What follows belongs to an exercise in optimizing a design on an open flow for small area, a short achievable clock period and few clock cycles; a production flow would make more cautious choices.
Where RTL was checked, it was by simulation tests only, not by an equivalence proof against the original.
The flow treats the clock pin as an ideal source, which a real chip does not have.
Power figures rest on the tool's default switching activity, not on a simulated workload.

==> flow/design.v (excerpt) <==
module crc16mb (
    input  wire        clk,
    input  wire        rst,         
    input  wire        swap_en,     
    input  wire        zp_guard,    
    input  wire        cmd_valid,
    output wire        cmd_ready,
    input  wire [11:0] cmd,
    output reg         rsp_valid,
    output reg  [3:0]  rsp_st,
    output reg  [31:0] rsp_dout
);
    localparam [3:0] ST_OK       = 4'd0,
                     ST_CRCMIS   = 4'd1,
                     ST_BADVAL   = 4'd2,
                     ST_SHORT    = 4'd3,
                     ST_NOTVAL   = 4'd4,
                     ST_OVF      = 4'd5,
                     ST_NORD     = 4'd6,
                     ST_ILLEGAL  = 4'd7;
    localparam [3:0] OP_CRC_INIT = 4'h1,
                     OP_CRC_UPD  = 4'h2,
                     OP_CRC_FIN  = 4'h3,
                     OP_TBL      = 4'h4,
                     OP_QRY      = 4'h5,
                     OP_FRM_CLR  = 4'h6,
                     OP_FRM_PUSH = 4'h7,
                     OP_FRM_SFX  = 4'h8,
                     OP_FRM_VAL  = 4'h9,
                     OP_FRM_DEC  = 4'hA,
                     OP_RD       = 4'hB;
    reg [15:0] crc;
    reg [15:0] crcout;
    reg [8:0]  len;
    reg        l_zero, l_ge2, l_lt13, l_ge25, l_lt32, l_le254, l_full;
    reg        crcok, rvalid, ovf, divz;
    reg [15:0] rcrc;               
    reg [7:0]  lb1, lb0;           
    reg [15:0] f_v, f_f, f_pf, f_al;
    reg [31:0] f_i, f_p, f_e;      
    reg        swq, zpq;
    reg        rst_q;              
    reg        vq;                 
  ...
Size: about 400 flip-flops.
clock: 13.0 ns
lec_check: 0
cap_margin: 20
core_margin: 2
core_utilization: 60
place_density: 0.7
slew_margin: 20
run.sh (not shown) runs the stock make flow with config.mk's settings and CLKGATE_MAP_FILE= SYNTH_SCRIPT=/design/flow/synth_recipe.tcl, a recipe that flattens the netlist after the stock synthesis.
The starting point completed without violations.
Next try:
==> flow/flow/run.sh (new file) <==
#!/bin/bash
# Layout flow: the standard flow, except that the slow delay cells
# (clkdlybuf4s*, dlygate*, dlymetal*) and the weakest buffers (buf_1, clkbuf_1) are kept out of every step after
# synthesis, so port buffers and repair buffers are ordinary buffers.
# Synthesis is the standard one, run unchanged. Each step's full output
# goes to a log file of its own in this folder.
set -euo pipefail
bash standard.sh synth > synth.log 2>&1
DU=$(make -s -C "$FLOW_HOME" DESIGN_CONFIG="$PWD/config.mk" WORK_HOME="$PWD/orfs" print-DONT_USE_CELLS 2>/dev/null | sed -n 's/^DONT_USE_CELLS: //p')
for c in clkdlybuf4s15_1 clkdlybuf4s15_2 clkdlybuf4s18_1 clkdlybuf4s18_2 clkdlybuf4s25_1 \
         clkdlybuf4s25_2 clkdlybuf4s50_1 clkdlybuf4s50_2 dlygate4sd1_1 dlygate4sd2_1 \
         dlygate4sd3_1 dlymetal6s2s_1 dlymetal6s4s_1 dlymetal6s6s_1 buf_1 clkbuf_1; do
  DU="$DU sky130_fd_sc_hd__$c"
done
bash standard.sh "DONT_USE_CELLS=$DU" floorplan > floorplan.log 2>&1
bash standard.sh "DONT_USE_CELLS=$DU" place > place.log 2>&1
bash standard.sh "DONT_USE_CELLS=$DU" cts > cts.log 2>&1
bash standard.sh "DONT_USE_CELLS=$DU" route > route.log 2>&1
bash standard.sh "DONT_USE_CELLS=$DU" finish > finish.log 2>&1
==> flow/standard.sh (new file) <==
#!/bin/bash
# synth_recipe.tcl (not shown) runs the flow's synth.tcl, then flattens the netlist and writes it again
# the make line also repeats each setting of config.mk as NAME=value (left out here)
make -C /OpenROAD-flow-scripts/flow DESIGN_CONFIG=/design/flow/config.mk WORK_HOME=/design/flow/orfs CLKGATE_MAP_FILE= SYNTH_SCRIPT=/design/flow/synth_recipe.tcl "${@:-finish}"
Settings changed: CAP_MARGIN 20 to 60, SLEW_MARGIN 20 to 60.
removed: flow/run.sh
Cell count barely changes.
Total power increases by 2.0%.
Final area is lower by 0.57%.
Sequential power is about the same.
Combinational power barely changes.
Clock skew climbs by 0.012 ns.
Area after synthesis is unchanged.
Next try:
--- a/flow/flow/run.sh
+++ b/flow/flow/run.sh
@@ -3 +3 @@
-# (clkdlybuf4s*, dlygate*, dlymetal*) and the weakest buffers (buf_1, clkbuf_1) are kept out of every step after
+# (clkdlybuf4s*, dlygate*, dlymetal*) are kept out of every step after
@@ -12 +12 @@
-         dlygate4sd3_1 dlymetal6s2s_1 dlymetal6s4s_1 dlymetal6s6s_1 buf_1 clkbuf_1; do
+         dlygate4sd3_1 dlymetal6s2s_1 dlymetal6s4s_1 dlymetal6s6s_1; do
Settings changed: CAP_MARGIN 60 to 20, SLEW_MARGIN 60 to 20.
Clock skew decreases by 0.012 ns; utilization decreases by 0.74 points; global-route usage goes up by 0.23 points; worst setup slack is worse by 0.36 ns; sequential power hardly moves; critical path depth increases by 7.
No run of this note included a check of the RTL's function; only the layout flow was run.


Another version of the RTL of crc16mb (not shown whole).
Size in the first run: ~2000 cells after synthesis, roughly 400 flip-flops, about 55 I/O pins, roughly 20000 µm² of cells after synthesis.
export LEC_CHECK = 0
export CAP_MARGIN = 60
export CORE_MARGIN = 2
export CORE_UTILIZATION = 70
export CTS_CLUSTER_DIAMETER = 80
export CTS_CLUSTER_SIZE = 25
export PLACE_DENSITY = 0.8
export SLEW_MARGIN = 60
create_clock -name core_clock -period 13.0 [get_ports {clk}]
standard.sh (not shown) runs the stock make flow with config.mk's settings and CLKGATE_MAP_FILE= SYNTH_SCRIPT=/design/flow/synth_recipe.tcl, a recipe that flattens the netlist after the stock synthesis.
==> flow/flow/run.sh <==
#!/bin/bash
# Layout flow: the standard flow (standard.sh), with the standard
# synthesis run unchanged. The only difference: in every step after
# synthesis the slow delay cells (clkdlybuf4s*, dlygate*, dlymetal*) and the
# weakest buffers (buf_1, clkbuf_1) are added to the platform's don't-use
# list, so that port buffers and the buffers repair inserts are ordinary,
# stronger buffers; and before CTS, flow/size_outputs.tcl gives the
# output ports' buffers and the flip-flops driving them a stronger drive. Each step's full output goes to a log file of its own
# in this folder.
set -euo pipefail
bash standard.sh synth > synth.log 2>&1
# the platform's own don't-use list, as ORFS reads it
DU=$(make -s -C "$FLOW_HOME" DESIGN_CONFIG="$PWD/config.mk" WORK_HOME="$PWD/orfs" print-DONT_USE_CELLS 2>/dev/null | sed -n 's/^DONT_USE_CELLS: //p' || true)
if [[ -z "$DU" ]]; then
  DU="sky130_fd_sc_hd__probe_p_8 sky130_fd_sc_hd__probec_p_8 sky130_fd_sc_hd__lpflow_bleeder_1 sky130_fd_sc_hd__lpflow_clkbufkapwr_1 sky130_fd_sc_hd__lpflow_clkbufkapwr_16 sky130_fd_sc_hd__lpflow_clkbufkapwr_2 sky130_fd_sc_hd__lpflow_clkbufkapwr_4 sky130_fd_sc_hd__lpflow_clkbufkapwr_8 sky130_fd_sc_hd__lpflow_clkinvkapwr_1 sky130_fd_sc_hd__lpflow_clkinvkapwr_16 sky130_fd_sc_hd__lpflow_clkinvkapwr_2 sky130_fd_sc_hd__lpflow_clkinvkapwr_4 sky130_fd_sc_hd__lpflow_clkinvkapwr_8 sky130_fd_sc_hd__lpflow_decapkapwr_12 sky130_fd_sc_hd__lpflow_decapkapwr_3 sky130_fd_sc_hd__lpflow_decapkapwr_4 sky130_fd_sc_hd__lpflow_decapkapwr_6 sky130_fd_sc_hd__lpflow_decapkapwr_8 sky130_fd_sc_hd__lpflow_inputiso0n_1 sky130_fd_sc_hd__lpflow_inputiso0p_1 sky130_fd_sc_hd__lpflow_inputiso1n_1 sky130_fd_sc_hd__lpflow_inputiso1p_1 sky130_fd_sc_hd__lpflow_inputisolatch_1 sky130_fd_sc_hd__lpflow_isobufsrc_1 sky130_fd_sc_hd__lpflow_isobufsrc_16 sky130_fd_sc_hd__lpflow_isobufsrc_2 sky130_fd_sc_hd__lpflow_isobufsrc_4 sky130_fd_sc_hd__lpflow_isobufsrc_8 sky130_fd_sc_hd__lpflow_isobufsrckapwr_16 sky130_fd_sc_hd__lpflow_lsbuf_lh_hl_isowell_tap_1 sky130_fd_sc_hd__lpflow_lsbuf_lh_hl_isowell_tap_2 sky130_fd_sc_hd__lpflow_lsbuf_lh_hl_isowell_tap_4 sky130_fd_sc_hd__lpflow_lsbuf_lh_isowell_4 sky130_fd_sc_hd__lpflow_lsbuf_lh_isowell_tap_1 sky130_fd_sc_hd__lpflow_lsbuf_lh_isowell_tap_2 sky130_fd_sc_hd__lpflow_lsbuf_lh_isowell_tap_4"
fi
for c in clkdlybuf4s15_1 clkdlybuf4s15_2 clkdlybuf4s18_1 clkdlybuf4s18_2 clkdlybuf4s25_1 \
         clkdlybuf4s25_2 clkdlybuf4s50_1 clkdlybuf4s50_2 dlygate4sd1_1 dlygate4sd2_1 \
         dlygate4sd3_1 dlymetal6s2s_1 dlymetal6s4s_1 dlymetal6s6s_1 buf_1 clkbuf_1; do
  DU="$DU sky130_fd_sc_hd__$c"
done
echo "DONT_USE_CELLS=$DU" > dont_use.log
bash standard.sh "DONT_USE_CELLS=$DU" floorplan > floorplan.log 2>&1
bash standard.sh "DONT_USE_CELLS=$DU" place > place.log 2>&1
bash standard.sh "DONT_USE_CELLS=$DU" "PRE_CTS_TCL=$PWD/flow/size_outputs.tcl" cts > cts.log 2>&1
bash standard.sh "DONT_USE_CELLS=$DU" route > route.log 2>&1
bash standard.sh "DONT_USE_CELLS=$DU" finish > finish.log 2>&1
Other scripts of this flow, unchanged in this note and not shown: flow/flow/size_outputs.tcl
Testbench counts at the start, summed over its fixed seeds: cycles 8,464.
==> next run, changes <==
CAP_MARGIN = 20   (was 60)
SLEW_MARGIN = 20   (was 60)
=> Global-route usage drops by 0.39 points. First-iteration DRC count is higher by 1.4%. Via count hardly moves. Sequential power hardly moves. Synthesized area stays the same. Clock-buffer cell count does not change.

-- what the ideal ports hide --
In the flow no input, the clock included, has a driving cell. The finished layouts below were timed again as built, in two steps.
Step 1, drivers: a clkbuf_16 drives clk and a buf_2 each remaining input, both assumed.
Step 2 also shifts input and output timing later by t, the mid clock arrival at the registers, as if the neighbouring blocks saw the same clock.
Three values: no drivers, after step 1, after step 2; two values: the first two.
| run | t (ns) | slack for setup (ns) | worst hold slack (ns) | worst register clock-pin slew, ns |
|---|---|---|---|---|
| the first run of note 1 | 0.629 | 8.946 / 8.891 / 8.701 | 0.460 / 0.460 / 0.460 | 0.07 / 0.07 |
| the second run of note 1 | 0.615 | 9.326 / 9.268 / 9.210 | 0.460 / 0.460 / 0.460 | 0.07 / 0.07 |
| the third run of note 1 | 0.610 | 8.963 / 8.963 / 8.963 | 0.456 / 0.456 / 0.456 | 0.07 / 0.07 |
| the first run of note 2 | 0.600 | 9.333 / 9.280 / 9.127 | 0.515 / 0.515 / 0.515 | 0.11 / 0.11 |
| the second run of note 2 | 0.595 | 9.327 / 9.272 / 9.041 | 0.504 / 0.504 / 0.504 | 0.11 / 0.11 |
After both steps every run listed still meets setup and hold. The setup slack of the second run of note 2, which loses most, moves by -0.055 ns with the drivers and by -0.286 ns with both steps.
